Source: an optimization exercise on an open RTL-to-GDS flow (aim: small area, a short achievable clock period and few clock cycles). Production flows keep margins and buffers that such runs may drop.
Function was checked by simulation only, so behaviour that the tests miss may differ from the original.
Power and IR drop assume default switching activity.

before:
## qr_rs_encoder
module qr_rs_encoder (
    input  wire       clk,
    input  wire       rst,           
    input  wire       start,
    input  wire [5:0] cfg_version,
    input  wire [1:0] cfg_ecl,
    output wire       idle,
    output reg        cfg_err,
    input  wire       in_valid,
    input  wire [7:0] in_data,
    output wire       in_ready,
    output reg        out_valid,
    output reg  [7:0] out_data,
    output reg        out_last_blk,
    output reg        out_last,
    input  wire       out_ready
);
==> module qr_rs_encoder, before the edit <==
module qr_rs_encoder (
    input  wire       clk,
    input  wire       rst,           
    input  wire       start,
    input  wire [5:0] cfg_version,
    input  wire [1:0] cfg_ecl,
    output wire       idle,
    output reg        cfg_err,
    input  wire       in_valid,
    input  wire [7:0] in_data,
    output wire       in_ready,
    output reg        out_valid,
    output reg  [7:0] out_data,
    output reg        out_last_blk,
    output reg        out_last,
    input  wire       out_ready
);
  localparam S_IDLE  = 2'd0;
  localparam S_SETUP = 2'd1;
  localparam S_RUN   = 2'd2;
  reg [1:0] state;
  reg [5:0] ver_q;
  reg [1:0] ecl_q;
  reg [12:0] esel_q;      
  reg [4:0]  em1_q;       
  reg [6:0]  k1m1_q;      
  reg [6:0] in_cnt;       
  reg [6:0] klim;         
  reg [6:0] sh_left;      
  reg [6:0] blk_left;     
  reg       blk_end_f;    
  reg       last_blk_f;   
  reg       in_done;      
  reg        ib_valid;
  reg [26:0] ib_dyn;      
  reg       ib_last;      
  reg       ib_lastcmd;   
  reg [7:0]  rem [1:29];  
  reg [26:0] r0d;         
  reg [7:0] ob  [0:29];
  reg [4:0] ob_n;         
  reg       ob_has;       
  reg       ob_one;       
  reg       ob_lastcmd;   
  reg       sk_valid;
  reg [7:0] sk_data;
  reg       sk_last_blk;
  reg       sk_last;
  wire [12:0]  t_esel;
  wire [4:0]   t_em1;
  wire [6:0]   t_k1m1, t_n1m1, t_nbm1;
  wire         t_nb1;
  wire [809:0] gcoef;
  qr_rs_blocktable u_table (
      .version(ver_q), .ecl(ecl_q),
      .esel(t_esel), .em1(t_em1), .k1m1(t_k1m1), .n1m1(t_n1m1), .nbm1(t_nbm1), .nb1(t_nb1)
  );
  qr_rs_genpoly u_genpoly (.esel(esel_q), .coef(gcoef));
  wire cfg_ok = (cfg_version >= 6'd1) && (cfg_version <= 6'd40);
  wire pop     = ob_has && !sk_valid;
  wire ob_free = !ob_has || (pop && ob_one);
  wire consume = ib_valid && (!ib_last || ob_free);
  wire load    = consume && ib_last;
  assign in_ready = (state == S_RUN || state == S_SETUP) && !in_done && (!ib_valid || consume);
  wire   take     = in_valid && in_ready;
  assign idle = (state == S_IDLE);
  wire [26:0] in_dyn;
  wire [7:0]  ob0_s;
  qr_rs_dyn_std    u_in   (.s(in_data), .d(in_dyn));
  qr_rs_from_tower u_from (.t(ob[0]), .s(ob0_s));
  wire [26:0] fdyn = ib_dyn ^ r0d;
  wire [7:0]  prod [0:29];
  wire [26:0] leaf [0:29];
  genvar gj;
  generate for (gj = 0; gj < 30; gj = gj + 1) begin : g_mul
    qr_rs_tmul u_mul (.d(fdyn), .s(gcoef[27*gj +: 27]), .p(prod[gj]), .t(leaf[gj]));
  end endgenerate
  wire [26:0] r1d, p0d;
  qr_rs_dyn      u_r1d (.a(rem[1]), .d(r1d));
  qr_rs_dyn_prod u_p0d (.t(leaf[0]), .d(p0d));
  integer j;
  reg [7:0] nrem [0:29];
  always @(*) begin
    for (j = 0; j < 29; j = j + 1)
      nrem[j] = rem[j+1] ^ prod[j];
    nrem[29] = prod[29];
  end
  wire give = out_valid && out_ready;
  always @(posedge clk) begin
    if (rst) begin
      state     <= S_IDLE;
      cfg_err   <= 1'b0;
      ib_valid  <= 1'b0;
      in_done   <= 1'b0;
      ob_has    <= 1'b0;
      ob_one    <= 1'b0;
      sk_valid  <= 1'b0;
      out_valid    <= 1'b0;
      out_last_blk <= 1'b0;
      out_last     <= 1'b0;
    end else begin
      case (state)
        S_IDLE: begin
          if (start) begin
            cfg_err <= !cfg_ok;
            if (cfg_ok) begin
              ver_q      <= cfg_version;
              ecl_q      <= cfg_ecl;
              in_done    <= 1'b0;
              in_cnt     <= 7'd0;
              blk_end_f  <= 1'b0;
              last_blk_f <= 1'b0;
              state      <= S_SETUP;
            end
          end
        end
        S_SETUP: begin
          esel_q     <= t_esel;
          em1_q      <= t_em1;
          k1m1_q     <= t_k1m1;
          klim       <= t_k1m1;
          sh_left    <= t_n1m1;
          blk_left   <= t_nbm1;
          last_blk_f <= t_nb1;
          state      <= S_RUN;
        end
        default: begin
          if (give && out_last)
            state <= S_IDLE;
        end
      endcase
      if (take) begin
        ib_valid   <= 1'b1;
        ib_dyn     <= in_dyn;
        ib_last    <= blk_end_f;
        ib_lastcmd <= blk_end_f && last_blk_f;
        if (blk_end_f) begin
          in_cnt     <= 7'd0;
          klim       <= (sh_left != 7'd0) ? k1m1_q : k1m1_q + 7'd1;
          sh_left    <= (sh_left != 7'd0) ? sh_left - 7'd1 : 7'd0;
          blk_left   <= blk_left - 7'd1;
          blk_end_f  <= 1'b0;
          last_blk_f <= (blk_left == 7'd1);
        end else begin
          in_cnt    <= in_cnt + 7'd1;
          blk_end_f <= (state == S_RUN) && (in_cnt + 7'd1 == klim);
        end
        if (blk_end_f && last_blk_f)
          in_done <= 1'b1;
      end else if (consume) begin
        ib_valid <= 1'b0;
      end
      if (load) begin
        ob_n       <= em1_q;
        ob_has     <= 1'b1;
        ob_one     <= 1'b0;
        ob_lastcmd <= ib_lastcmd;
      end else if (pop) begin
        ob_n   <= ob_n - 5'd1;
        ob_has <= !ob_one;
        ob_one <= (ob_n == 5'd1);
      end
      if (!out_valid || out_ready) begin
        out_valid <= sk_valid || pop;
        if (sk_valid) begin
          out_data     <= sk_data;
          out_last_blk <= sk_last_blk;
          out_last     <= sk_last;
        end else begin
          out_data     <= ob0_s;
          out_last_blk <= ob_one;
          out_last     <= ob_one && ob_lastcmd;
        end
        sk_valid <= 1'b0;
      end else if (pop) begin
        sk_valid    <= 1'b1;
        sk_data     <= ob0_s;
        sk_last_blk <= ob_one;
        sk_last     <= ob_one && ob_lastcmd;
      end
    end
  end
  always @(posedge clk) begin
    if (state == S_SETUP)
      r0d <= 27'd0;
    else if (consume)
      r0d <= ib_last ? 27'd0 : (r1d ^ p0d);
    for (j = 1; j < 30; j = j + 1) begin
      if (state == S_SETUP)
        rem[j] <= 8'd0;
      else if (consume)
        rem[j] <= ib_last ? 8'd0 : nrem[j];
    end
    for (j = 0; j < 30; j = j + 1) begin
      if (load)
        ob[j] <= nrem[j];
      else if (pop)
        ob[j] <= (j < 29) ? ob[(j < 29) ? j + 1 : 0] : 8'd0;
    end
  end
endmodule
Settings: LEC_CHECK=0, CAP_MARGIN=20, CORE_MARGIN=2, CORE_UTILIZATION=45, PLACE_DENSITY=0.65, SETUP_SLACK_MARGIN=3.5, SLEW_MARGIN=20, SYNTH_MEMORY_MAX_BITS=16384; clock period 6.5 ns.
run.sh (not shown) runs the stock make flow with config.mk's settings and CLKGATE_MAP_FILE= SYNTH_SCRIPT=/design/flow/synth_recipe.tcl, a recipe that flattens the netlist after the stock synthesis.
Testbench counts of before, summed over its fixed seeds: cycles 65,338.
#### Input delta (after over before)
diff --git a/flow/design.v b/flow/design.v
--- a/flow/design.v
+++ b/flow/design.v
@@ -165,16 +165,20 @@
     output reg        out_last,
     input  wire       out_ready
 );
   localparam S_IDLE  = 2'd0;
-  localparam S_SETUP = 2'd1;
+  localparam S_SETUP = 2'd1;    
+  localparam S_LOAD  = 2'd3;    
   localparam S_RUN   = 2'd2;
   reg [1:0] state;
   reg [5:0] ver_q;
   reg [1:0] ecl_q;
   reg [12:0] esel_q;      
   reg [4:0]  em1_q;       
   reg [6:0]  k1m1_q;      
+  reg [6:0]  n1m1_q;      
+  reg [6:0]  nbm1_q;      
+  reg        nb1_q;       
   reg [6:0] in_cnt;       
   reg [6:0] klim;         
   reg [6:0] sh_left;      
   reg [6:0] blk_left;     
@@ -191,12 +195,8 @@
   reg [4:0] ob_n;         
   reg       ob_has;       
   reg       ob_one;       
   reg       ob_lastcmd;   
-  reg       sk_valid;
-  reg [7:0] sk_data;
-  reg       sk_last_blk;
-  reg       sk_last;
   wire [12:0]  t_esel;
   wire [4:0]   t_em1;
   wire [6:0]   t_k1m1, t_n1m1, t_nbm1;
   wire         t_nb1;
@@ -206,18 +206,20 @@
       .esel(t_esel), .em1(t_em1), .k1m1(t_k1m1), .n1m1(t_n1m1), .nbm1(t_nbm1), .nb1(t_nb1)
   );
   qr_rs_genpoly u_genpoly (.esel(esel_q), .coef(gcoef));
   wire cfg_ok = (cfg_version >= 6'd1) && (cfg_version <= 6'd40);
-  wire pop     = ob_has && !sk_valid;
-  wire ob_free = !ob_has || (pop && ob_one);
+  wire   give         = out_valid && out_ready;
+  wire   pop          = ob_has && (!out_valid || out_ready);
+  wire   ob_free      = !ob_has || (pop && ob_one);
   wire consume = ib_valid && (!ib_last || ob_free);
   wire load    = consume && ib_last;
-  assign in_ready = (state == S_RUN || state == S_SETUP) && !in_done && (!ib_valid || consume);
+  wire   consume0 = ib_valid && (!ib_last || !ob_has);
+  assign in_ready = (state != S_IDLE) && !in_done && (!ib_valid || consume0);
   wire   take     = in_valid && in_ready;
   assign idle = (state == S_IDLE);
   wire [26:0] in_dyn;
-  wire [7:0]  ob0_s;
   qr_rs_dyn_std    u_in   (.s(in_data), .d(in_dyn));
+  wire [7:0] ob0_s;
   qr_rs_from_tower u_from (.t(ob[0]), .s(ob0_s));
   wire [26:0] fdyn = ib_dyn ^ r0d;
   wire [7:0]  prod [0:29];
   wire [26:0] leaf [0:29];
@@ -234,21 +236,19 @@
     for (j = 0; j < 29; j = j + 1)
       nrem[j] = rem[j+1] ^ prod[j];
     nrem[29] = prod[29];
   end
-  wire give = out_valid && out_ready;
   always @(posedge clk) begin
     if (rst) begin
       state     <= S_IDLE;
       cfg_err   <= 1'b0;
       ib_valid  <= 1'b0;
       in_done   <= 1'b0;
-      ob_has    <= 1'b0;
-      ob_one    <= 1'b0;
-      sk_valid  <= 1'b0;
       out_valid    <= 1'b0;
       out_last_blk <= 1'b0;
       out_last     <= 1'b0;
+      ob_has    <= 1'b0;
+      ob_one    <= 1'b0;
     end else begin
       case (state)
         S_IDLE: begin
           if (start) begin
@@ -267,12 +267,18 @@
         S_SETUP: begin
           esel_q     <= t_esel;
           em1_q      <= t_em1;
           k1m1_q     <= t_k1m1;
-          klim       <= t_k1m1;
-          sh_left    <= t_n1m1;
-          blk_left   <= t_nbm1;
-          last_blk_f <= t_nb1;
+          n1m1_q     <= t_n1m1;
+          nbm1_q     <= t_nbm1;
+          nb1_q      <= t_nb1;
+          state      <= S_LOAD;
+        end
+        S_LOAD: begin
+          klim       <= k1m1_q;
+          sh_left    <= n1m1_q;
+          blk_left   <= nbm1_q;
+          last_blk_f <= nb1_q;
           state      <= S_RUN;
         end
         default: begin
           if (give && out_last)
@@ -310,24 +316,12 @@
         ob_has <= !ob_one;
         ob_one <= (ob_n == 5'd1);
       end
       if (!out_valid || out_ready) begin
-        out_valid <= sk_valid || pop;
-        if (sk_valid) begin
-          out_data     <= sk_data;
-          out_last_blk <= sk_last_blk;
-          out_last     <= sk_last;
-        end else begin
-          out_data     <= ob0_s;
-          out_last_blk <= ob_one;
-          out_last     <= ob_one && ob_lastcmd;
-        end
-        sk_valid <= 1'b0;
-      end else if (pop) begin
-        sk_valid    <= 1'b1;
-        sk_data     <= ob0_s;
-        sk_last_blk <= ob_one;
-        sk_last     <= ob_one && ob_lastcmd;
+        out_valid    <= pop;
+        out_data     <= ob0_s;
+        out_last_blk <= ob_one;
+        out_last     <= ob_one && ob_lastcmd;
       end
     end
   end
   always @(posedge clk) begin
Notes after the runs:
Taking before as the reference point, the number of antenna cells inserted of after falls by 2.
Against before, after comes in 4.2% lower on via count.
| data-path buffer share of cell area in the final layout | higher: before |
The lower depth of the worst register-to-register path came out of before.
after vs before: worst setup slack after layout down in after
When the final numbers for before and after were put side by side, the multi-input combinational cell count turned out to be greater in before.
Compared to before, the router laid down less metal wire for after.
before → after: area of the multi-input gates rose by about 1.4%, HPWL reported at the end of detailed placement fell by about 6.4%, total power fell by 9.4%, synthesized-area fraction occupied by adder cells stayed essentially flat.
NOTE x dimension of the die before->after decreased slightly
The flip-flop and latch share of the layout cell area of after and that of before are within noise of each other.
Testbench counts of after, summed over its fixed seeds: cycles 65,338.

==> separate check: timing with driven ports <==
In the flow no input, the clock included, has a driving cell. The finished layouts below were timed again as built, in two steps. Step 1: set_driving_cell puts a clkbuf_16 on clk and a buf_2 on each other input, an assumption about the parent block. Step 2, shift: input delay + t, output delay - t, t = (earliest + latest rising clock arrival at the registers) / 2. This alone moves slack from input paths to output paths. a / b / c = ideal / step 1 / step 2; a / b = the first two.
run | t (ns) | slack for setup (ns) | worst slew at a driven data input, ns
before | 0.746 | 3.330 / 3.298 / 2.892 | 0.04
after | 0.736 | 3.319 / 3.319 / 2.811 | 0.07
After both steps setup and hold are still met in every run listed. The setup slack of after, which loses most, moves by 0.000 ns with the drivers and by -0.508 ns with both steps.
